Background: an optimization exercise with open tools, aiming at small area, a short achievable clock period and few clock cycles. Do not read the settings as production practice. Only simulation tests tie the RTL to the original design; equivalence was not proved. Power is estimated from default activity; no workload was simulated.

build 67:
==> flow/design.v <==
module frame_rx (
    input  wire        clk,
    input  wire        rst,
    input  wire        in_valid,
    input  wire [7:0]  in_data,
    output wire        in_ready,
    output wire        o_valid,
    input  wire        o_ready,
    output wire [1:0]  o_kind,    
    output wire [15:0] o_pn,
    output wire [7:0]  o_type,
    output wire [5:0]  o_len,
    output wire [31:0] o_sid,
    output wire [15:0] o_tf,
    output wire [15:0] o_fi,
    output wire [7:0]  o_data,
    output wire        o_last
);
    localparam RING = 52;
    function [15:0] crc_byte;
        input [15:0] c_in;
        input [7:0]  b;
        integer k;
        reg [15:0] c;
        begin
            c = c_in ^ {b, 8'h00};
            for (k = 0; k < 8; k = k + 1)
                c = c[15] ? ((c << 1) ^ 16'h1021) : (c << 1);
            crc_byte = c;
        end
    endfunction
    function [15:0] crc_drop;
        input [7:0] b;
        integer k;
        reg [15:0] c;
        begin
            c = crc_byte(16'h0000, b);
            for (k = 0; k < 13; k = k + 1)
                c = crc_byte(c, 8'h00);
            crc_drop = c;
        end
    endfunction
    localparam [15:0] ROLL_CONST = 16'h8166;
    function [5:0] inc;
        input [5:0] x;
        inc = (x == RING - 1) ? 6'd0 : x + 6'd1;
    endfunction
    function [5:0] addm;
        input [5:0] x;
        input [5:0] d;
        reg [6:0] s;
        begin
            s = {1'b0, x} + {1'b0, d};
            addm = (s >= RING) ? s - RING : s[5:0];
        end
    endfunction
    function [5:0] subm;
        input [5:0] a;
        input [5:0] b;
        reg [6:0] s;
        begin
            s = {1'b0, a} - {1'b0, b};
            subm = s[6] ? s + RING : s[5:0];
        end
    endfunction
    reg [7:0]  ring [0:RING-1];
    reg [5:0]  wp;         
    reg [5:0]  r;          
    reg [7:0]  rb;         
    reg        rbv;
    reg [3:0]  j;          
    reg        incont;     
    reg [5:0]  left;       
    reg        drop;       
    reg [7:0]  w [0:12];   
    reg [15:0] wcrc;       
    reg [15:0] ccrc;       
    reg        lo_ok;
    reg        rdy;
    reg        ov;
    reg [1:0]  okind;
    reg [7:0]  odata;
    reg        olast;
    reg [5:0]  p;          
    reg [5:0]  pc;         
    integer i;
    reg  [5:0] hj;         
    wire [5:0] f       = (ov && okind != 2'd2) ? p : hj;
    wire [5:0] used    = subm(wp, f);
    assign in_ready    = rdy;
    wire       acc_in  = in_valid & rdy;
    wire       avail   = (r != wp);
    wire [7:0] pbyte   = ring[p];
    wire       fire    = ov & o_ready;
    wire       last_ev = (okind == 2'd2) || (okind == 2'd0 && pc == 6'd0) ||
                         (okind == 2'd1 && olast);
    wire       can_job = ~ov | (o_ready & last_ev);
    wire       wfree   = ~(ov && okind != 2'd1) | o_ready;
    wire       ps_bad  = (w[4] != 8'd0) || (w[3] > 8'd49);
    wire [5:0] ps      = w[3][5:0];
    wire       is_end  = incont && (left == 6'd0);
    wire       is_lo   = incont ? (left == 6'd1) : (ps == 6'd0);
    wire       is_crc  = incont ? (left > 6'd1) : (ps != 6'd0);
    wire [15:0] cur    = incont ? ccrc : wcrc;
    wire       crc_ok  = lo_ok && (rb == ccrc[15:8]);
    wire       t_le4   = (w[2] <= 8'd4);
    wire       t_le1   = (w[2] <= 8'd1);
    wire       in_fill = (j != 4'd13);
    wire       sliding = !in_fill && !incont && (drop || ps_bad);
    wire       do_fill = in_fill && rbv && wfree;
    wire       do_slide = sliding && rbv;
    wire       in_cont = !in_fill && !sliding;
    wire       at_end  = in_cont && is_end;
    wire       emit_h  = crc_ok && t_le4;
    wire       emit_n  = !crc_ok && t_le1;
    wire       do_cont = in_cont && rbv && !at_end;
    wire       do_end  = at_end && rbv && (!(emit_h || emit_n) || can_job);
    wire       do_emit = do_end && (emit_h || emit_n);
    wire       rewind  = do_end && !(emit_h || emit_n);
    wire       take    = do_fill || do_slide || do_cont || do_end;
    wire [15:0] crc_in   = (in_fill && j == 4'd0) ? 16'hFFFF : cur;
    wire [15:0] crc_nx   = crc_byte(crc_in, rb);
    wire [15:0] roll_crc = crc_nx ^ crc_drop(w[0]) ^ ROLL_CONST;
    wire       pay_next = fire && (okind == 2'd1 && !olast || okind == 2'd0 && pc != 6'd0);
    wire [5:0] p_next   = do_emit ? hj : pay_next ? inc(p) : p;
    wire [5:0] hj_next  = (do_fill || do_slide) ? inc(hj) : do_emit ? r : hj;
    always @(posedge clk) begin
        if (acc_in)
            ring[wp] <= in_data;
    end
    always @(posedge clk) begin
        if (do_fill || do_slide) begin
            for (i = 0; i < 12; i = i + 1)
                w[i] <= w[i+1];
            w[12] <= rb;
        end
    end
    always @(posedge clk) begin
        if ((take || !rbv) && avail && !rewind)
            rb <= ring[r];
    end
    always @(posedge clk) begin
        if (rst) begin
            wp    <= 6'd0;
            hj    <= 6'd0;
            r     <= 6'd0;
            rbv   <= 1'b0;
            j     <= 4'd0;
            incont <= 1'b0;
            drop  <= 1'b0;
            rdy   <= 1'b0;
            ov    <= 1'b0;
        end else begin
            if (acc_in)
                wp <= inc(wp);
            rdy <= (used <= RING - 3) || (used == RING - 2 && !acc_in);
            if (rewind) begin
                r   <= hj;
                rbv <= 1'b0;
            end else if ((take || !rbv) && avail) begin
                r   <= inc(r);
                rbv <= 1'b1;
            end else if (take) begin
                rbv <= 1'b0;
            end
            if (do_fill) begin
                wcrc <= crc_nx;
                j    <= j + 4'd1;
            end
            if (do_slide) begin
                wcrc <= roll_crc;
                drop <= 1'b0;
            end
            if (do_cont) begin
                ccrc <= is_crc ? crc_nx : cur;
                if (is_lo)
                    lo_ok <= (rb == cur[7:0]);
                incont <= 1'b1;
                left   <= incont ? left - 6'd1 : ps;
            end
            if (do_end) begin
                if (do_emit) begin
                    j <= 4'd0;
                end else begin
                    drop <= 1'b1;
                end
                incont <= 1'b0;
            end
            hj <= hj_next;
            if (fire) begin
                if (okind == 2'd1 && !olast || okind == 2'd0 && pc != 6'd0) begin
                    okind <= 2'd1;
                    odata <= pbyte;
                    olast <= (pc == 6'd1);
                    p     <= inc(p);
                    pc    <= pc - 6'd1;
                end else begin
                    ov <= 1'b0;
                end
            end
            if (do_emit) begin
                ov    <= 1'b1;
                okind <= emit_h ? 2'd0 : 2'd2;
                p     <= hj;
                pc    <= ps;
            end
        end
    end
    assign o_valid = ov;
    assign o_kind  = okind;
    assign o_pn    = {w[1], w[0]};
    assign o_type  = w[2];
    assign o_len   = w[3][5:0];
    assign o_sid   = {w[8], w[7], w[6], w[5]};
    assign o_tf    = {w[10], w[9]};
    assign o_fi    = {w[12], w[11]};
    assign o_data  = odata;
    assign o_last  = olast;
endmodule
==> flow/config.mk <==
export PLATFORM = sky130hd
export DESIGN_NAME = frame_rx
export DESIGN_NICKNAME = frame_rx
export VERILOG_FILES = /design/flow/design.v
export SDC_FILE = /design/flow/constraint.sdc
export NUM_CORES = 4
export LEC_CHECK = 0
export CAP_MARGIN = 20
export CORE_MARGIN = 2
export CORE_UTILIZATION = 45
export CTS_CLUSTER_DIAMETER = 80
export CTS_CLUSTER_SIZE = 25
export PLACE_DENSITY = 0.7
export SETUP_SLACK_MARGIN = 5
export SLEW_MARGIN = 20
export BUFFER_PORTS_ARGS = -buffer_cell sky130_fd_sc_hd__buf_1
==> flow/constraint.sdc <==
create_clock -name core_clock -period 8.0 [get_ports {clk}]
set_input_delay 1.6000 -clock core_clock [delete_from_list [all_inputs] [get_ports {clk}]]
set_output_delay 1.6000 -clock core_clock [all_outputs]
set_load 0.01 [all_outputs]
standard.sh (not shown) runs the stock make flow with config.mk's settings and CLKGATE_MAP_FILE= SYNTH_SCRIPT=/design/flow/synth_recipe.tcl, a recipe that flattens the netlist after the stock synthesis.
==> flow/flow/run.sh <==
#!/bin/bash
# The standard layout (bash standard.sh, which also runs the standard
# synthesis unchanged), except that the port buffers that global placement
# inserts on every input and output are sky130_fd_sc_hd__buf_1 cells instead
# of the delay-buffer cells buffer_ports picks by default.
set -euo pipefail
echo "export BUFFER_PORTS_ARGS = -buffer_cell sky130_fd_sc_hd__buf_1" >> config.mk
bash standard.sh > orfs_flow.log 2>&1
Build 67 reached the final stage; the timing, DRC and antenna checks on its layout passed.
Testbench counts of build 67, summed over its fixed seeds: cycles 50,804.
#### Input delta (build 95 over build 67)
Settings: CORE_UTILIZATION now 40, was 45; PLACE_DENSITY now 0.6, was 0.7; BUFFER_PORTS_ARGS now -buffer_cell sky130_fd_sc_hd__buf_2, was -buffer_cell sky130_fd_sc_hd__buf_1.
diff --git a/flow/flow/run.sh b/flow/flow/run.sh
--- a/flow/flow/run.sh
+++ b/flow/flow/run.sh
@@ -4 +4 @@
-# inserts on every input and output are sky130_fd_sc_hd__buf_1 cells instead
+# inserts on every input and output are sky130_fd_sc_hd__buf_2 cells instead
@@ -7 +7 @@
-echo "export BUFFER_PORTS_ARGS = -buffer_cell sky130_fd_sc_hd__buf_1" >> config.mk
+echo "export BUFFER_PORTS_ARGS = -buffer_cell sky130_fd_sc_hd__buf_2" >> config.mk
Notes after the runs:
Status | build 95 and build 67 | clean
From build 67 to build 95 the numbers moved as follows: leakage power figure grew by about 4.3%; multi-input logic area about even; final clock period utilization by the worst path saw a decrease; number of gates resized after cts down 2; switching fraction of total power rose 0.36 points.
On final net count, build 95 tracks build 67 almost exactly.
Compared to build 67, build 95 has overall fraction of global-route tracks in use 1.0 points lower.
Relative to build 67, build 95 degrades vias after detailed routing.
The following lists how build 56 was set up differently from build 95:
Settings: a change of CORE_UTILIZATION from 40 to 55; a change of PLACE_DENSITY from 0.6 to 0.8.
==> comparison <==
From build 95 to build 56 the numbers moved as follows: reported leakage power has decreased, maximum fanout along the worst path has decreased, number of buffers outside the clock class in the layout has decreased, setup slack has increased.

[what the ideal ports hide]
The flow's constraints put no driver on any port. The routed layouts listed below were extracted and timed again, unchanged, in two steps.
Step 1 assumes that a clkbuf_16 drives the clock port and a buf_2 every other input.
Step 2 also shifts input and output timing later by t, the mid clock arrival at the registers, as if the neighbouring blocks saw the same clock.
Three values: ideal, step 1, step 2; two values: the first two.
run | shift t [ns] | setup slack, ns | worst setup path after step 2
build 67 | 0.635 | 4.833 / 4.801 / 4.166 | input to register
build 95 | 0.639 | 4.947 / 4.929 / 4.289 | input to register
build 56 | 0.679 | 4.984 / 4.927 / 4.339 | input to register
After both steps every run listed still meets setup and hold. The setup slack of build 67, which loses most, moves by -0.032 ns with the drivers and by -0.667 ns with both steps.
